What follows belongs to an exercise in optimizing a design on an open flow for small area, a short achievable clock period and few clock cycles per item; a production flow would make more cautious choices.
In this exercise RTL edits were held to simulation tests only and were not proved equivalent to the original.

## flow/run.sh

```bash
#!/bin/bash
# synth_recipe.tcl (not shown) runs the flow's synth.tcl, then flattens the netlist and writes it again
# the make line also repeats each setting of config.mk as NAME=value (left out here)
make -C /OpenROAD-flow-scripts/flow DESIGN_CONFIG=/design/flow/config.mk WORK_HOME=/design/flow/orfs CLKGATE_MAP_FILE= SYNTH_SCRIPT=/design/flow/synth_recipe.tcl finish
```

## flow/config.mk

```make
export PLATFORM = sky130hd
export DESIGN_NAME = sensor_decode
export DESIGN_NICKNAME = sensor_decode
export VERILOG_FILES = /design/flow/design.v
export SDC_FILE = /design/flow/constraint.sdc
export NUM_CORES = 4
export LEC_CHECK = 0
export CAP_MARGIN = 20
export CORE_MARGIN = 2
export CORE_UTILIZATION = 40
export SLEW_MARGIN = 20
```

## flow/constraint.sdc

```tcl
create_clock -name core_clock -period 35.0 [get_ports {clk}]
set_input_delay 7.0000 -clock core_clock [delete_from_list [all_inputs] [get_ports {clk}]]
set_output_delay 7.0000 -clock core_clock [all_outputs]
set_load 0.01 [all_outputs]
```

## flow/design.v

```verilog
module u16_to_f64 (
    input  wire [15:0] n,
    output reg  [63:0] y
);
    reg [3:0]  lz;
    reg [15:0] norm;
    integer    i;
    always @* begin
        lz = 4'd0;
        for (i = 0; i < 16; i = i + 1)
            if (n[i]) lz = 4'd15 - i[3:0];
        norm = n << lz;
        if (n == 16'd0)
            y = 64'd0;
        else
            y = {1'b0, 11'd1023 + 11'd15 - {7'd0, lz}, norm[14:0], 37'd0};
    end
endmodule
module fp64_mul (
    input  wire [63:0] a,
    input  wire [63:0] b,
    output reg  [63:0] y
);
    wire        sa = a[63];
    wire        sb = b[63];
    wire [10:0] ea = a[62:52];
    wire [10:0] eb = b[62:52];
    wire        za = (ea == 11'd0);
    wire        zb = (eb == 11'd0);
    wire [52:0] ma = {~za, a[51:0]};
    wire [52:0] mb = {~zb, b[51:0]};
    wire [105:0] prod = ma * mb;
    reg  [52:0] mant;
    reg         guard, sticky;
    reg  [12:0] exp;
    reg  [53:0] rounded;
    always @* begin
        exp = {2'b00, ea} + {2'b00, eb} - 13'd1023;
        if (prod[105]) begin
            mant   = prod[105:53];
            guard  = prod[52];
            sticky = |prod[51:0];
            exp    = exp + 13'd1;
        end else begin
            mant   = prod[104:52];
            guard  = prod[51];
            sticky = |prod[50:0];
        end
        rounded = {1'b0, mant} + {53'd0, guard & (sticky | mant[0])};
        if (rounded[53]) begin
            rounded = rounded >> 1;
            exp     = exp + 13'd1;
        end
        if (za || zb)
            y = {sa ^ sb, 63'd0};
        else
            y = {sa ^ sb, exp[10:0], rounded[51:0]};
    end
endmodule
module fp64_add (
    input  wire [63:0] a,
    input  wire [63:0] b,
    output reg  [63:0] y
);
    wire        za = (a[62:52] == 11'd0);
    wire        zb = (b[62:52] == 11'd0);
    wire        swap = (b[62:0] > a[62:0]);
    wire [63:0] x = swap ? b : a;
    wire [63:0] w = swap ? a : b;
    wire        zx = swap ? zb : za;
    wire        zw = swap ? za : zb;
    wire [10:0] ex = x[62:52];
    wire [10:0] ew = w[62:52];
    wire [52:0] mx = {~zx, x[51:0]};
    wire [52:0] mw = {~zw, w[51:0]};
    wire [10:0] diff  = ex - ew;
    wire [5:0]  shamt = (diff > 11'd63) ? 6'd63 : diff[5:0];
    wire [55:0]  xm      = {mx, 3'b000};
    wire [119:0] wsh     = {mw, 3'b000, 64'd0} >> shamt;
    wire [55:0]  wm      = {wsh[119:65], wsh[64] | (|wsh[63:0])};
    wire         sub     = x[63] ^ w[63];
    wire [56:0]  sum     = sub ? ({1'b0, xm} - {1'b0, wm}) : ({1'b0, xm} + {1'b0, wm});
    reg  [55:0] norm;
    reg  [12:0] exp;
    reg  [5:0]  lz;
    reg  [53:0] rounded;
    reg         inc;
    integer     i;
    always @* begin
        exp = {2'b00, ex};
        lz  = 6'd0;
        if (sum[56]) begin
            norm = {sum[56:2], sum[1] | sum[0]};
            exp  = exp + 13'd1;
        end else begin
            for (i = 0; i < 56; i = i + 1)
                if (sum[i]) lz = 6'd55 - i[5:0];
            norm = sum[55:0] << lz;
            exp  = exp - {7'd0, lz};
        end
        inc     = norm[2] & (norm[1] | norm[0] | norm[3]);
        rounded = {1'b0, norm[55:3]} + {53'd0, inc};
        if (rounded[53]) begin
            rounded = rounded >> 1;
            exp     = exp + 13'd1;
        end
        if (zx && zw)
            y = {x[63] & w[63], 63'd0};
        else if (zw)
            y = x;
        else if (sum == 57'd0)
            y = 64'd0;
        else
            y = {x[63], exp[10:0], rounded[51:0]};
    end
endmodule
module sensor_decode (
    input  wire        clk,
    input  wire        rst,
    input  wire        in_valid,
    output wire        in_ready,
    input  wire [15:0] in_cmd,
    input  wire [7:0]  in_len,
    input  wire [7:0]  in_b0,
    input  wire [7:0]  in_b1,
    input  wire [7:0]  in_b2,
    output reg         out_valid,
    input  wire        out_ready,
    output reg  [7:0]  out_status,
    output reg  [7:0]  out_unit,
    output reg  [63:0] out_f64,
    output reg  [15:0] out_int
);
    localparam [15:0] CMD_HUMIDITY = 16'h2000;
    localparam [15:0] CMD_TEMP_C   = 16'h2100;
    localparam [15:0] CMD_ADC12    = 16'h2200;
    localparam [15:0] CMD_ADC10    = 16'h2300;
    localparam [7:0] ST_OK            = 8'd0;
    localparam [7:0] ST_INVALID_INPUT = 8'd2;
    localparam [7:0] UNIT_CELSIUS   = 8'd0;
    localparam [7:0] UNIT_HUMIDITY  = 8'd1;
    localparam [7:0] UNIT_ADC_COUNT = 8'd3;
    localparam [63:0] F64_M6     = 64'hC018000000000000;   
    localparam [63:0] F64_125    = 64'h405F400000000000;   
    localparam [63:0] F64_M46_85 = 64'hC0476CCCCCCCCCCD;   
    localparam [63:0] F64_175_72 = 64'h4065F70A3D70A3D7;   
    wire is_hum  = (in_cmd == CMD_HUMIDITY);
    wire is_temp = (in_cmd == CMD_TEMP_C);
    wire is_a12  = (in_cmd == CMD_ADC12);
    wire is_a10  = (in_cmd == CMD_ADC10);
    wire is_flt  = is_hum | is_temp;
    wire is_adc  = is_a12 | is_a10;
    wire len_ok = is_flt ? (in_len == 8'd2) : (in_len == 8'd3);
    wire [63:0] raw_f64;
    u16_to_f64 u_cvt (.n({in_b0, in_b1}), .y(raw_f64));
    wire [63:0] ratio = (raw_f64 == 64'd0) ? 64'd0
                      : {raw_f64[63], raw_f64[62:52] - 11'd16, raw_f64[51:0]};
    wire [63:0] scale  = is_temp ? F64_175_72 : F64_125;
    wire [63:0] offset = is_temp ? F64_M46_85 : F64_M6;
    wire [63:0] prod;
    wire [63:0] value;
    fp64_mul u_mul (.a(scale),  .b(ratio), .y(prod));
    fp64_add u_add (.a(offset), .b(prod),  .y(value));
    wire [15:0] adc = is_a12 ? {4'd0, in_b1[3:0], in_b2} : {6'd0, in_b1[1:0], in_b2};
    assign in_ready = ~out_valid | out_ready;
    wire   accept   = in_valid & in_ready;
    always @(posedge clk) begin
        if (rst) begin
            out_valid <= 1'b0;
        end else if (accept) begin
            out_valid <= is_flt | is_adc;
        end else if (out_ready) begin
            out_valid <= 1'b0;
        end
    end
    always @(posedge clk) begin
        if (accept) begin
            out_status <= len_ok ? ST_OK : ST_INVALID_INPUT;
            out_unit   <= is_temp ? UNIT_CELSIUS : is_hum ? UNIT_HUMIDITY : UNIT_ADC_COUNT;
            out_f64    <= value;
            out_int    <= adc;
        end
    end
endmodule
```

==> notes.md <==
Post-synth top cells 521 x nand2_1, 509 x nor2_1, 494 x ha_1; minimum clock period about 34 ns; Setup crit start kind input port; ANT nets after route 0; DRC Markers 0; syn_area_per_cell 7.41 sq um; area of the core approximately 110000 sq um; HP Class reg -> reg; period utilisation layout 0.961; die width 340 microns; Syn Inst Count a little over 6000; initial core utilization 0.402; I/O Buffers around 130; largest net degree at the start of global routing between 80 and 90; DR pass1 iterations 7; dpl hpwl between 150000 and 200000 microns; Slew Viols, Final 0; post-layout util 0.470; drt total wl between 200000 and 250000 microns; Max Clock Freq just under 30 MHz; Worst path max stage delay just over 0.7 ns; setup violators final 0; routed via count approximately 53000; crit path DAT ~34 ns; CP Launch Point in_b1[1]; Crit Reg-Reg Endpoint out_f64[10]$_SDFFCE_PP0P_; Primary FF master, synth edfxtp_1; CTS buffer count 9; Hold Fails Final Rpt 0; number of global-route vias before repair around 50000; clk slew on worst S/H paths roughly 0.060 ns; area grow syn2layout 16.7%; top-area cell type share of the netlist area 0.137; Syn. warnings 4; Die Footprint 115000 sq um; hold_buf cts 0; max_slew headroom 0.177; EDFF count, synth 79; CP Class in -> reg; Root Driver clkbuf_16; clk latency of the worst-skew pair between 0.3 and 0.4 ns; CTS Sinks 80; drt wl/cell a little under 30 microns; Filler Cell Count 11600; Final nets between 7000 and 8000; post-synthesis register bit count 80; Remaining Overflow, GRT 0; FF-to-FF path depth 2; H-tree depth 3; ratio of cells with drive above 1 in the final layout 0.149; sequential element share of the synthesized area 0.0531; initial antenna violation count 2; synthesized area between 40000 and 50000 sq um; largest cells by area after synthesis ha_1 14%, fa_1 12%, edfxtp_1 5.3%; Critical Path RT 35.18 ns; status finished clean; Synth cell types 144; DR vias/cell about 6.6; Final Wtd Congestion around 1.0; Clock Skew ~0.0064 ns; asr flop ratio synth 0; critical path's most frequent cell a21oi_1; Hold EP out_valid$_SDFFE_PP0P_; critical path's slowest cell fa_1; top cell type by total area after synthesis ha_1; reg2reg start out_valid$_SDFFE_PP0P_; number of I/O pins 150; number of DRC markers in iteration 0 about 6800; total global-route track usage 0.396; hold-critical path depth 2; Reg2Reg Setup Slack 33.34 ns; pin slew with the least headroom to its limit between 1 and 1.5 ns; first-pass GRT wire length about 350000 microns; CP Capture Type register; most frequent cell after synthesis nand2_1; # rows approximately 120; CTS max path bufs 2; CTS tree yes; Crit Path Max Fanout 24; hold path startpoint out_valid$_SDFFE_PP0P_; max cap viols 0; Die Y between 300 and 400 microns
placed cells by master, fill, tap and decap left out, types with 129 or more instances in the layout:
master           Yosys  layout
buf_4               36     663
nand2_1            521     518
nor2_1             509     504
ha_1               494     489
inv_1              446     446
a21oi_1            410     406
o21ai_0            335     335
fa_1               260     260
nand3_1            209     209
nor3_1             170     162
clkdlybuf4s50_1      0     132
xnor2_1            131     129
layout make-up:
class,instances,area (sq um),share of cell area
Multi-Input combinational cell,5189,39600,0.753
Clock buffer,9,225,0.00428
Clock inverter,7,77.6,0.00147
Inverter,451,1690,0.0322
Antenna cell,3,7.51,0.000143
Sequential cell,80,2390,0.0455
Tap cell,1500,1880,0.0357
Timing Repair Buffer,815,6700,0.127
worst max path at each step:
| stage | end | slack (ns) | cells past startpoint |
|---|---|---|---|
| 2_1_floorplan | out_f64[62]$_SDFFCE_PP0P_ | 1.15 | 120 |
| 3_3_place_gp | out_f64[60]$_SDFFCE_PP0P_ | 0.34 | 99 |
| 3_5_place_dp | out_f64[23]$_SDFFCE_PP0P_ | 0.41 | 97 |
| 4_1_cts | out_f64[23]$_SDFFCE_PP0P_ | 0.67 | 97 |
| 5_1_grt | out_f64[35]$_SDFFCE_PP0P_ | -0.03 | 102 |
| 6_report | out_f64[60]$_SDFFCE_PP0P_ | 1.35 | 104 |
state kept, by name, indices dropped and copies added, names as in the netlist:
register,cells
out_f64,64
out_int,12
out_unit,2
out_status,1
out_valid,1
worst max-delay path, delay by kind of cell:
kind,cells,cell delay [ns]
AOI/OAI and AO/OA,42,9.51
xor gates and xnor gates,1,0.15
adders and majority gates,12,5.42
buffers and inverters,14,2.64
muxes,2,0.52
and+or+nand+nor,33,8.54
layer usage:
layer  up-vias  track usage  share of wire
li1      23600            -              -
met1     25900        0.570           0.44
met2      3250        0.569           0.40
met3       506       0.0819           0.11
met4         2        0.166          0.051
met5         -            0       0.000030
stage by stage:
step	cell area, sq um	setup TNS [ns]	hold WS [ns]	setup slack [ns]	cells
2_1_floorplan	45100	0	0.589	1.15	6099
3_3_place_gp	52000	0	0.512	0.338	8032
3_5_place_dp	52000	0	0.526	0.409	8032
4_1_cts	52300	0	0.537	0.666	8048
5_1_grt	52600	-0.0392	0.576	-0.0310	8051
6_report	52600	0	0.531	1.35	8054
kinds of logic after synthesis:
family,count (synthesis),synth area share
mux,141,0.0367
flops,80,0.0531
buf+inv,830,0.0772
simple gates,2090,0.235
compound gates,1954,0.300
xor+xnor,232,0.0454
fa+ha+maj,754,0.253
other cells,2,0.000167
repair_timing:
action                     4_1_cts  5_1_grt
setup endpoints to repair        0       63
hold endpoints to repair         0        0
setup buffers                    0        3
resized for setup                0       43
Testbench counts, summed over its fixed seeds: cycles 32,008, items 32,000.

-- what the ideal ports hide --
In the flow no input, the clock included, has a driving cell. The finished layout below was timed again as built, in two steps. Step 1 assumes that a clkbuf_16 drives the clock port and a buf_2 every other input. Step 2 adds t to the input delays and takes it off the output delays; t is the mean of the earliest and latest rising clock arrival at the registers after step 1. Input paths then give back, and output paths get back, about the clock's delay inside the block. a / b / c = no drivers / after step 1 / after step 2; a / b = the first two.
t, ns: 0.386
setup slack, ns: 1.354 / 1.370 / 0.984
clock arrival spread, ns: 0.010 / 0.010
slew at the worst register clock pin (ns): 0.07 / 0.07
worst data-port slew with drivers (ns): 0.08
After both steps this run still meets setup and hold. The setup slack of this run moves by +0.016 ns with the drivers and by -0.370 ns with both steps.
